Background: an optimization exercise with open tools, aiming at small area. Do not read the settings as production practice.
The RTL was checked by simulation tests, not by an equivalence proof against the original design.
The clock input has no modelled driver; a real chip could not lean on it and would need a root buffer or a full tree.

==> flow/design.v <==
module rotary_index_mapper (
    input  wire [7:0] ch,
    output wire       found,
    output wire [5:0] slot
);
    wire digit  = (ch[7:4] == 4'h3) && (ch[3:0] <= 4'd9);
    wire letter = (ch[7:6] == 2'b01) && (ch[4:0] != 5'd0) && (ch[4:0] <= 5'd26);
    assign found = digit | letter;
    assign slot  = letter ? {1'b0, ch[4:0]} + 6'd9 : {2'b00, ch[3:0]};
endmodule
module stepper_step_sequencer (
    input  wire        clk,
    input  wire        rst_n,
    input  wire        cmd_valid,
    input  wire [15:0] cmd,
    output wire        cmd_ready,
    output reg         rsp_valid,
    output reg  [2:0]  rsp_status,
    output wire [3:0]  coil,
    input  wire        hall_in,
    output wire        halted,
    output wire [1:0]  sess_out,
    output wire [2:0]  hstate_out,
    output wire        hfail_phase_out,
    output wire [5:0]  pos_out,
    output wire [2:0]  idx_out,
    input  wire        cfg_len8,
    input  wire [31:0] cfg_pattern,
    input  wire [14:0] cfg_steps_per_rev,
    input  wire [15:0] cfg_steps_per_flap,
    input  wire [5:0]  cfg_home_index,
    input  wire [15:0] cfg_home_offset,
    input  wire [15:0] cfg_backoff_steps,
    input  wire        cfg_coarse_fine,
    input  wire        cfg_offset_calibrated,
    input  wire [15:0] cfg_t_sample,
    input  wire [15:0] cfg_t_move,
    input  wire [15:0] cfg_t_seek_fast,
    input  wire [15:0] cfg_t_seek_slow
);
    localparam [2:0] IDLE = 3'd0, FAST_SEEK = 3'd1, BACK_OFF = 3'd2, SLOW_SEEK = 3'd3,
                     HOMED = 3'd4, FAILED = 3'd5, OFFSET = 3'd6;
    localparam [2:0] P_STEP = 3'd0, P_WAIT = 3'd1, P_SMP0 = 3'd2, P_DECIDE = 3'd7;
    localparam [2:0] ST_OK = 3'd0, ST_ALREADY = 3'd1, ST_IGNORED = 3'd2, ST_REJECTED = 3'd3,
                     ST_INVALID_CHAR = 3'd4, ST_HOMING_TIMEOUT = 3'd5, ST_STARTUP_FAIL = 3'd6;
    reg [2:0]  hstate;
    reg        hfail;
    reg [1:0]  sess;
    reg        rdy;
    reg        on;         
    reg [2:0]  idx;
    reg [2:0]  phase;
    reg [15:0] tmr;
    reg [15:0] cnt;
    reg [1:0]  ones;       
    reg [5:0]  pos;
    reg [5:0]  cur;
    reg [5:0]  tgt;
    assign cmd_ready       = rdy;
    assign halted          = sess[1];
    assign sess_out        = sess;
    assign hstate_out      = hstate;
    assign hfail_phase_out = hfail;
    assign pos_out         = pos;
    assign idx_out         = idx;
    assign coil            = on ? cfg_pattern[idx*4 +: 4] : 4'b0000;
    wire boot_start = (hstate == IDLE);
    wire homing     = hstate[1] | (hstate[0] & ~hstate[2]);
    wire moving     = ~rdy & hstate[2] & ~hstate[1] & ~sess[1];
    wire seeking    = ~hstate[2] & hstate[0];
    wire in_offset  = (hstate == OFFSET);
    wire in_backoff = (hstate == BACK_OFF);
    wire ofs_neg    = cfg_home_offset[15];
    wire       ch_found;
    wire [5:0] ch_slot;
    rotary_index_mapper u_map (
        .ch   (cmd[7:0]),
        .found(ch_found),
        .slot (ch_slot)
    );
    wire       accept   = cmd_valid & rdy;
    wire       op_bad   = cmd[15] | (cmd[14:12] >= 3'd3);
    wire       op_nop   = ~op_bad & (cmd[13:12] == 2'd0);
    wire       op_home  = ~op_bad & (cmd[13:12] == 2'd1);
    wire       op_goto  = ~op_bad & cmd[13];
    wire       cur_eq   = ((rdy ? ch_slot : tgt) == cur);
    wire       at_tgt   = cur_eq;
    wire       go_move  = accept & op_goto & ch_found & ~at_tgt;
    wire       go_home  = boot_start | (accept & op_home);
    reg  [15:0] bound;
    always @(*) begin
        case (hstate)
            FAST_SEEK: bound = {cfg_steps_per_rev, 1'b0};
            BACK_OFF:  bound = cfg_backoff_steps;
            OFFSET:    bound = cfg_home_offset;
            default:   bound = cfg_steps_per_flap;
        endcase
    end
    wire at_bound = (cnt == bound);
    wire smp_phase = (phase != P_STEP) & (phase != P_WAIT) & (phase != P_DECIDE);
    wire timing    = (phase == P_WAIT) | (smp_phase & (phase != P_SMP0));
    reg  [15:0] t_ld;
    always @(*) begin
        if (phase != P_STEP)
            t_ld = cfg_t_sample;
        else if (moving)
            t_ld = cfg_t_move;
        else if (hstate == FAST_SEEK || (in_offset && !cfg_coarse_fine))
            t_ld = cfg_t_seek_fast;
        else
            t_ld = cfg_t_seek_slow;
    end
    wire        t_end   = (tmr == 16'd1);
    wire p_step   = (phase == P_STEP);
    wire p_decide = (phase == P_DECIDE);
    wire arrived  = cur_eq;
    wire h        = ones[1] & ones[0];
    wire hom_step = homing & p_step & ~((in_backoff | in_offset) & at_bound);
    wire mov_step = moving & p_step & ~arrived;
    wire step     = hom_step | mov_step;
    wire dir_up   = in_backoff | (in_offset & ~ofs_neg);    
    wire ok_end   = p_step & ((in_offset & at_bound) | (moving & arrived));
    wire found    = homing & p_decide & ~h;
    wire fail_end = homing & p_decide & h & at_bound;
    wire run_end  = ok_end | fail_end;
    wire bo_end   = p_step & in_backoff & at_bound;
    wire adv = p_step ? step : (timing ? t_end : (homing & ~p_step & ~(phase == P_WAIT)));
    wire flap_end = mov_step & at_bound;
    wire cur_step = flap_end | (hom_step & in_offset & cfg_offset_calibrated);
    wire cur_down = moving | ofs_neg;
    wire [5:0] cur_up_v = (cur[5] & cur[1] & cur[0]) ? 6'd0 : cur + 6'd1;
    wire [5:0] cur_dn_v = (cur == 6'd0) ? 6'd35 : cur - 6'd1;
    wire to_offset  = found & ~(hstate == FAST_SEEK & cfg_coarse_fine);
    wire cnt_ld_neg = to_offset & ofs_neg;
    wire cnt_ld     = go_home | go_move | found | bo_end | flap_end;
    wire cnt_ld_one = go_move | flap_end;
    always @(posedge clk) begin
        if (timing & ~t_end)
            tmr <= tmr - 16'd1;
        else
            tmr <= t_ld;
        if (cnt_ld)
            cnt <= {cfg_home_offset[14:0] & {15{cnt_ld_neg}}, cnt_ld_one};
        else if (step)
            cnt <= cnt + 16'd1;
        if (phase == P_SMP0)
            ones <= {1'b0, hall_in};
        else if (smp_phase & t_end & ~h)
            ones <= ones + {1'b0, hall_in};
        if (rdy)
            tgt <= ch_slot;
        if (to_offset)
            cur <= cfg_home_index;
        else if (cur_step)
            cur <= cur_down ? cur_dn_v : cur_up_v;
        if (ok_end)
            pos <= cur;
        if (!rst_n) begin
            hstate     <= IDLE;
            hfail      <= 1'b0;
            sess       <= 2'd0;
            rdy        <= 1'b0;
            on         <= 1'b0;
            idx        <= 3'd0;
            phase      <= P_STEP;
            rsp_valid  <= 1'b0;
            rsp_status <= ST_OK;
        end else begin
            if (adv)
                phase <= (phase == P_WAIT && !seeking) ? P_STEP : phase + 3'd1;
            if (step) begin
                on <= 1'b1;
                if (dir_up & ~moving)
                    idx <= {cfg_len8 & (idx[2] ^ (idx[1] & idx[0])), idx[1] ^ idx[0], ~idx[0]};
                else
                    idx <= {cfg_len8 & (idx[2] ^ ~(idx[1] | idx[0])), ~(idx[1] ^ idx[0]), ~idx[0]};
            end else if (run_end) begin
                on <= 1'b0;
            end
            if (go_home)
                hstate <= FAST_SEEK;
            else if (found)
                hstate <= (hstate == FAST_SEEK && cfg_coarse_fine) ? BACK_OFF : OFFSET;
            else if (bo_end)
                hstate <= SLOW_SEEK;
            else if (ok_end & in_offset)
                hstate <= HOMED;
            else if (fail_end)
                hstate <= FAILED;
            if (fail_end)
                hfail <= (hstate == SLOW_SEEK);
            rsp_valid <= 1'b0;
            if (accept) begin
                if (op_bad) begin
                    rsp_valid  <= 1'b1;
                    rsp_status <= ST_REJECTED;
                end else if (op_nop) begin
                    rsp_valid  <= 1'b1;
                    rsp_status <= ST_IGNORED;
                end else if (op_home) begin
                    rdy <= 1'b0;
                end else if (!ch_found) begin
                    rsp_valid  <= 1'b1;
                    rsp_status <= ST_INVALID_CHAR;
                end else if (at_tgt) begin
                    rsp_valid  <= 1'b1;
                    rsp_status <= ST_ALREADY;
                end else begin
                    rdy <= 1'b0;
                end
            end
            if (run_end) begin
                rsp_valid <= 1'b1;
                if (ok_end) begin
                    rsp_status <= ST_OK;
                    sess       <= 2'd1;
                    rdy        <= 1'b1;
                end else if (sess == 2'd0) begin
                    rsp_status <= ST_STARTUP_FAIL;
                    sess       <= 2'd2;
                end else begin
                    rsp_status <= ST_HOMING_TIMEOUT;
                    rdy        <= 1'b1;
                end
            end
        end
    end
endmodule
export LEC_CHECK = 0
export ABC_AREA = 1
export CAP_MARGIN = 20
export CORE_MARGIN = 2
export CORE_UTILIZATION = 40
export SLEW_MARGIN = 20
create_clock -name core_clock -period 20.0 [get_ports {clk}]
standard.sh (not shown) runs the stock make flow with config.mk's settings and CLKGATE_MAP_FILE= SYNTH_SCRIPT=/design/flow/synth_recipe.tcl, a recipe that flattens the netlist after the stock synthesis.
==> flow/flow/run.sh <==
#!/bin/bash
# The standard layout (standard.sh) with changes that only pick smaller cells:
#  - synthesis maps logic with an area-oriented ABC script (flow/synth.tcl,
#    flow/area.abc) and leaves adders to ABC (no ADDER_MAP_FILE); flip-flops
#    are mapped before ABC, so the registers are the standard synthesis's;
#  - the port buffers are buf_1 cells;
#  - the clock is buffered by three clkbuf_16 cells, one per band of
#    flip-flops, instead of an H-tree (flow/clock_buffers.tcl).
# make's output goes to standard_flow.log; each ORFS step logs under orfs/logs.
set -euo pipefail
W=$PWD
export AREA_ABC_SCRIPT=$W/flow/area.abc
export FLOW_SYNTH_TCL=$W/synth_recipe.tcl
export MY_CLK_PORT=clk MY_CLK_BUF=sky130_fd_sc_hd__clkbuf_16 MY_CLK_GROUPS=3
bash standard.sh \
  SYNTH_SCRIPT=$W/flow/synth.tcl \
  ADDER_MAP_FILE= \
  BUFFER_PORTS_ARGS="-buffer_cell sky130_fd_sc_hd__buf_1" \
  PRE_CTS_TCL=$W/flow/clock_buffers.tcl \
  finish > standard_flow.log 2>&1
Other scripts of this flow, unchanged in this note and not shown: flow/flow/area.abc, flow/flow/clock_buffers.tcl, flow/flow/synth.tcl
Next try:
--- a/flow/design.v
+++ b/flow/design.v
@@ -97,21 +97,19 @@
         endcase
     end
     wire at_bound = (cnt == bound);
+    wire p_step    = (phase == P_STEP);
     wire smp_phase = (phase != P_STEP) & (phase != P_WAIT) & (phase != P_DECIDE);
     wire timing    = (phase == P_WAIT) | (smp_phase & (phase != P_SMP0));
-    reg  [15:0] t_ld;
-    always @(*) begin
-        if (phase != P_STEP)
-            t_ld = cfg_t_sample;
-        else if (moving)
-            t_ld = cfg_t_move;
-        else if (hstate == FAST_SEEK || (in_offset && !cfg_coarse_fine))
-            t_ld = cfg_t_seek_fast;
-        else
-            t_ld = cfg_t_seek_slow;
-    end
+    wire t_cnt  = timing & ~t_end;
+    wire t_smp  = ~t_cnt & ~p_step;
+    wire t_mov  = ~t_cnt & p_step & ~homing;
+    wire t_fst  = ~t_cnt & p_step & ((hstate == FAST_SEEK) | (in_offset & ~cfg_coarse_fine));
+    wire t_slw  = ~t_cnt & p_step & homing & ~((hstate == FAST_SEEK) | (in_offset & ~cfg_coarse_fine));
+    wire [15:0] tmr_dec = tmr - 16'd1;
+    wire [15:0] tmr_nx  = ({16{t_cnt}} & tmr_dec) | ({16{t_smp}} & cfg_t_sample) |
+                          ({16{t_mov}} & cfg_t_move) | ({16{t_fst}} & cfg_t_seek_fast) |
+                          ({16{t_slw}} & cfg_t_seek_slow);
     wire        t_end   = (tmr == 16'd1);
-    wire p_step   = (phase == P_STEP);
     wire p_decide = (phase == P_DECIDE);
     wire arrived  = cur_eq;
     wire h        = ones[1] & ones[0];
@@ -134,15 +132,13 @@
     wire cnt_ld_neg = to_offset & ofs_neg;
     wire cnt_ld     = go_home | go_move | found | bo_end | flap_end;
     wire cnt_ld_one = go_move | flap_end;
+    wire c_inc  = step & ~cnt_ld;
+    wire c_hold = ~step & ~cnt_ld;
+    wire [15:0] cnt_nx = ({16{c_inc}} & (cnt + 16'd1)) | ({16{c_hold}} & cnt) |
+                         {cfg_home_offset[14:0] & {15{cnt_ld_neg}}, cnt_ld_one};
     always @(posedge clk) begin
-        if (timing & ~t_end)
-            tmr <= tmr - 16'd1;
-        else
-            tmr <= t_ld;
-        if (cnt_ld)
-            cnt <= {cfg_home_offset[14:0] & {15{cnt_ld_neg}}, cnt_ld_one};
-        else if (step)
-            cnt <= cnt + 16'd1;
+        tmr <= tmr_nx;
+        cnt <= cnt_nx;
         if (phase == P_SMP0)
             ones <= {1'b0, hall_in};
         else if (smp_phase & t_end & ~h)
After rerunning:
- The new run finished with timing, DRC and antenna clean
- sequential share of layout area shrinks by 1.8 points
- maximum frequency rises by 5.8%
- wire length decreases by about 3.3%
- hold slack improves by 0.023 ns
- first-iteration DRC count drops by about 7.5%
- worst setup slack gets better by 0.50 ns
In every run of this note, the design's own scripts or RTL, not TritonCTS, make the clock network.

[port drivers added, routing unchanged]
The results above use ideal ports. As a check the final layouts listed here were re-extracted and re-timed, cells and wires unchanged.
Step 1 sets driving cells, clkbuf_16 on the clock port and buf_2 on the other inputs (assumed; they add their load-dependent delay and slew).
Step 2 also shifts input and output timing later by t, the mid clock arrival at the registers, as if the neighbouring blocks saw the same clock.
a / b / c = no drivers / after step 1 / after step 2; a / b = the first two.
run | shift t [ns] | setup slack, ns | clock arrival spread, ns
the first run | 0.224 | 10.861 / 10.905 / 10.682 | 0.015 / 0.015
the second run | 0.224 | 11.360 / 11.331 / 11.331 | 0.018 / 0.018
After both steps every run listed still meets setup and hold. The setup slack of the first run, which loses most, moves by +0.044 ns with the drivers and by -0.179 ns with both steps.
